This design comes from an exercise in tuning for small area, a short achievable clock period and few clock cycles per item on the open sky130 flow, not from production work.
Only simulation tests tie the RTL to the original design; equivalence was not proved.

File: design/flow/design.v
module photon_round (
    input  wire [3:0]   rnd,
    input  wire [255:0] s_in,
    output wire [255:0] s_out
);
    function [3:0] gmul;
        input [3:0] a;
        input [3:0] b;
        reg   [3:0] x;
        integer k;
        begin
            gmul = 4'd0;
            x = a;
            for (k = 0; k < 4; k = k + 1) begin
                if (b[k])
                    gmul = gmul ^ x;
                x = {x[2:0], 1'b0} ^ (x[3] ? 4'h3 : 4'h0);
            end
        end
    endfunction
    localparam [63:0] SBOX = 64'h2174_8FE3_DA09_B65C;       
    localparam [63:0] RCR  = 64'h0000_A529_C6BD_E731;       
    localparam [31:0] IC   = 32'h8CEF_7310;                 
    localparam [255:0] MIX = {
        32'h32A5_AD1F,    
        32'hE113_A22C,    
        32'h69C4_F5E9,    
        32'hDE5E_D9CF,    
        32'hEFDC_1561,    
        32'h9D49_DD44,    
        32'h2577_D89C,    
        32'h6582_B242     
    };
    function [3:0] sbox;
        input [3:0] x;
        begin
            sbox = SBOX[{x, 2'b00} +: 4];
        end
    endfunction
    function [3:0] mix_row;
        input [2:0]  i;
        input [31:0] col;      
        integer k;
        begin
            mix_row = 4'd0;
            for (k = 0; k < 8; k = k + 1)
                mix_row = mix_row ^ gmul(MIX[32*i + 4*k +: 4], col[4*k +: 4]);
        end
    endfunction
    wire [255:0] sc;     
    wire [255:0] sr;     
    genvar i, j;
    generate
        for (i = 0; i < 8; i = i + 1) begin : g_row
            for (j = 0; j < 8; j = j + 1) begin : g_col
                if (j == 0) begin : g_ac
                    assign sc[4*(8*i+j) +: 4] = sbox(s_in[4*(8*i+j) +: 4] ^ RCR[{rnd, 2'b00} +: 4] ^ IC[4*i +: 4]);
                end else begin : g_nac
                    assign sc[4*(8*i+j) +: 4] = sbox(s_in[4*(8*i+j) +: 4]);
                end
                assign sr[4*(8*i+j) +: 4] = sc[4*(8*i + ((j + i) % 8)) +: 4];
            end
        end
        for (j = 0; j < 8; j = j + 1) begin : g_mix
            wire [31:0] col;
            for (i = 0; i < 8; i = i + 1) begin : g_in
                assign col[4*i +: 4] = sr[4*(8*i+j) +: 4];
            end
            for (i = 0; i < 8; i = i + 1) begin : g_out
                assign s_out[4*(8*i+j) +: 4] = mix_row(i, col);
            end
        end
    endgenerate
endmodule
module photon_perm (
    input  wire         clk,
    input  wire         rst,         
    input  wire         in_valid,
    output wire         in_ready,
    input  wire [255:0] in_state,
    output wire         out_valid,
    input  wire         out_ready,
    output wire [255:0] out_state
);
    localparam [1:0] S_IDLE = 2'd0,
                     S_RUN  = 2'd1,
                     S_DONE = 2'd2;
    reg [1:0]   fsm;
    reg [3:0]   rnd;
    reg [255:0] state;
    wire [255:0] round_out;
    photon_round u_round (
        .rnd   (rnd),
        .s_in  (state),
        .s_out (round_out)
    );
    always @(posedge clk) begin
        if (rst) begin
            fsm <= S_IDLE;
            rnd <= 4'd0;
        end else begin
            case (fsm)
                S_IDLE: begin
                    if (in_valid) begin
                        state <= in_state;
                        rnd   <= 4'd0;
                        fsm   <= S_RUN;
                    end
                end
                S_RUN: begin
                    state <= round_out;
                    rnd   <= rnd + 4'd1;
                    if (rnd == 4'd11)
                        fsm <= S_DONE;
                end
                S_DONE: begin
                    if (out_ready)
                        fsm <= S_IDLE;
                end
                default: fsm <= S_IDLE;
            endcase
        end
    end
    assign in_ready  = (fsm == S_IDLE);
    assign out_valid = (fsm == S_DONE);
    assign out_state = state;
endmodule
File: design/flow/run.sh
#!/bin/bash
# synth_recipe.tcl (not shown) runs the flow's synth.tcl, then flattens the netlist and writes it again
# the make line also repeats each setting of config.mk as NAME=value (left out here)
make -C /OpenROAD-flow-scripts/flow DESIGN_CONFIG=/design/flow/config.mk WORK_HOME=/design/flow/orfs CLKGATE_MAP_FILE= SYNTH_SCRIPT=/design/flow/synth_recipe.tcl finish
File: design/flow/config.mk
export PLATFORM = sky130hd
export DESIGN_NAME = photon_perm
export DESIGN_NICKNAME = photon_perm
export VERILOG_FILES = /design/flow/design.v
export SDC_FILE = /design/flow/constraint.sdc
export NUM_CORES = 4
export LEC_CHECK = 0
export CAP_MARGIN = 20
export CORE_MARGIN = 2
export CORE_UTILIZATION = 40
export PLACE_DENSITY = 0.6
export SLEW_MARGIN = 20
File: design/flow/constraint.sdc
create_clock -name core_clock -period 5.0 [get_ports {clk}]
set_input_delay 1.0000 -clock core_clock [delete_from_list [all_inputs] [get_ports {clk}]]
set_output_delay 1.0000 -clock core_clock [all_outputs]
set_load 0.01 [all_outputs]
==> results.json <==
{
  "start_util_pct": 40.4,
  "min_period_over_period_pct": 92.1,
  "synthArstFlopShare_pct": 0,
  "synthDistinctLibCells": 66,
  "rows": 116,
  "final_cell_mix": "1417 x xnor2_1, 517 x clkdlybuf4s50_1, 407 x xor2_1",
  "max_freq_ghz": 0.217,
  "syn_avg_cell_area_um2": 9.42,
  "slew_headroom_pct": 37.7,
  "clock-sinks": 262,
  "diodes": 0,
  "track_usage_pct": 31.2,
  "cap_violations": 0,
  "hold_buffers": 0,
  "yosys_warnings": 2,
  "worst_pin_slew_ns": 0.928,
  "period_needed_ns": 4.61,
  "drc": 0,
  "status": "no timing/DRC/antenna violations",
  "dpl-instance-area_um2": 48000,
  "cts-root-buf": "clkbuf_16",
  "overflow": 0,
  "cts_resized": 0,
  "drt_iter0_markers": 3555,
  "final.setup.tns_ns": 0,
  "min_path_type": "flop to flop",
  "ys_seq_elements": 262,
  "clkLatencyLatePin_ns": 0.63,
  "regArea_um2": 7810,
  "clock_skew_ns": 0.0347,
  "ios": 518,
  "die_area_um2": 104000,
  "grt_pass1_vias": 31528,
  "core_um2": 100000,
  "antenna_found_initial": 14,
  "wirelength_mm": 166,
  "rsz0062_at_grt": "false",
  "wire_per_inst_um": 26.9,
  "end_kind": "flop",
  "start_kind": "flop",
  "synth_edf_count": 256,
  "synth_ff_type": "edfxtp_1",
  "die_h_um": 322,
  "crit_type": "flop to flop",
  "vias": 33224,
  "finalHoldViolations": 0,
  "cts_tree": "built",
  "gp_congestion": 1.06,
  "port_buffers": 517,
  "drt-vias-per-instance": 5.39,
  "h-tree-depth": 2,
  "nFillCells": 9531,
  "multiInputGateArea_um2": 31100,
  "grt_max_degree": 130,
  "synthCells": 4297,
  "ys_seq_area_share_pct": 19.3,
  "cts_post_setup_buffers_inserted": 0,
  "grt_pass1_wl_mm": 231,
  "fin_nets": 5357,
  "numCtsBuffers": 42,
  "drt-pass1-iter-count": 5,
  "drive_gt1_share_pct": 7.62,
  "setup_viol": 0,
  "place_hpwl_mm": 138,
  "cp_data_required_time_ns": 5.36,
  "die_x_um": 322,
  "critPathMaxFanout": 8,
  "ant_nets": 0,
  "finalMaxSlewViolations": 0,
  "syn_area_um2": 40500,
  "cts_buffer_depth": 3,
  "syn-num-nets": 4820,
  "clkSlewWorstSetupHoldPaths_ns": 0.06,
  "crit_arrival_ns": 4.96,
  "design_area_um2": 49400,
  "final_common_cell": "xnor2_1",
  "syn2layout_area_growth_pct": 21.9
}
## logic make-up (layout without fill, tap and decap cells)
family                     after synthesis  count (layout)  synth area share, %
AOI/OAI and AO/OA                      690             690                 9.92
xor gates and xnor gates              1972            1972                 47.5
adders and majority gates              263             263                 8.13
buffers and inverters                  419             990                 3.93
DFF                                    262             262                 19.3
muxes                                  154             154                 5.83
and+or+nand+nor                        537             537                 5.38
## flip-flops by register name (all words and copies together), names as in the netlist
register,count
fsm,2
rnd,4
state,256
## path summary, 6_finish.rpt
| path | from | to | slack, ns | cells after the start |
|---|---|---|---|---|
| hold / removal | rnd[0] | rnd[0] | 0.62 | 2 |
| setup / recovery | rnd[1] | state[46] | 0.39 | 14 |
| setup reg to reg | rnd[1] | state[46] | 0.39 | 14 |
| hold reg to reg | rnd[0] | rnd[0] | 0.62 | 2 |
## stage by stage
step / hold slack, ns / worst slack (ns) / cells / util [%]
after detailed placement: 0.595 / 0.515 / 6088 / 47.9
final: 0.619 / 0.394 / 6166 / 49.3
after floorplan: 0.541 / -0.307 / 4297 / -
after CTS: 0.604 / 0.482 / 6166 / 49.3
after global placement: 0.599 / 0.533 / 6088 / 47.9
after global routing: 0.647 / 0.0904 / 6166 / 49.3
## metal layers
metal	part of all wire (%)	track usage (%)	up-vias
met5	0.017	0	-
met4	3.4	9.34	4
met3	10	7.90	216
met2	44	48.1	1525
met1	43	42.8	16176
li1	-	-	15303
## synthesized netlist by cell type, drive strengths merged (3+ instances only)
cell	count	share of area, %
a31oi	27	0.43
a21oi	116	1.4
o211ai	6	0.11
xor2	415	9.2
edfxtp	256	19
xor3	20	1.2
mux2i	85	2.2
nand3	3	0.037
clkbuf	202	1.9
o211a	3	0.074
nor3b	5	0.093
nor2	165	1.5
or2	19	0.29
xnor2	1429	31
nor2b	7	0.11
inv	207	1.9
mux2	6	0.17
ha	263	8.1
o2111ai	6	0.13
buf	10	0.14
o21ai	379	4.7
nor3	5	0.062
dfxtp	6	0.30
a21o	38	0.70
nand2b	13	0.20
nand2	310	2.9
nand3b	4	0.074
mux4	63	3.5
a211oi	91	1.7
xnor3	108	6.0
o31ai	3	0.10
## critical path, stage by stage, from the launching register on
cell	delay (ns)
dfxtp_1	0.52
inv_1	0.15
ha_1	0.23
nor3b_1	0.37
o32ai_4	0.28
xor2_1	0.51
inv_1	0.14
ha_1	0.21
and2_1	0.14
o31ai_2	0.57
xnor3_1	0.48
xnor2_1	0.16
xnor2_1	0.33
buf_4	0.19
o21ai_1	0.06
## cell type report
class | instances | share of cell area, %
multi-input combinational | 3616 | 63.0
sequential | 262 | 15.8
timing repair buffer | 705 | 13.5
tap | 1298 | 3.29
clock buffer | 52 | 2.33
inverter | 207 | 1.57
clock inverter | 26 | 0.461
Testbench counts, summed over its fixed seeds: cycles 7,168, items 512.

## static timing again, ports no longer ideal
No port has a modelled driver above. Below, the same layout with a new extraction and two added sets of constraints. Step 1, drivers: a clkbuf_16 drives clk and a buf_2 each remaining input, both assumed. Step 2 moves the port delays by t, midway between the first and last clock arrival at a register: inputs arrive t later, outputs are due t later. That takes back most of the time a late clock gives input paths. Three values: ideal, step 1, step 2; two values: the first two.
t, ns: 0.681
setup WS [ns]: 0.394 / 0.394 / 0.394
worst setup path at the end: register to register
worst register clock-pin slew, ns: 0.07 / 0.07
After both steps setup and hold are still met in this run. The setup slack of this run moves by 0.000 ns with the drivers and by 0.000 ns with both steps.
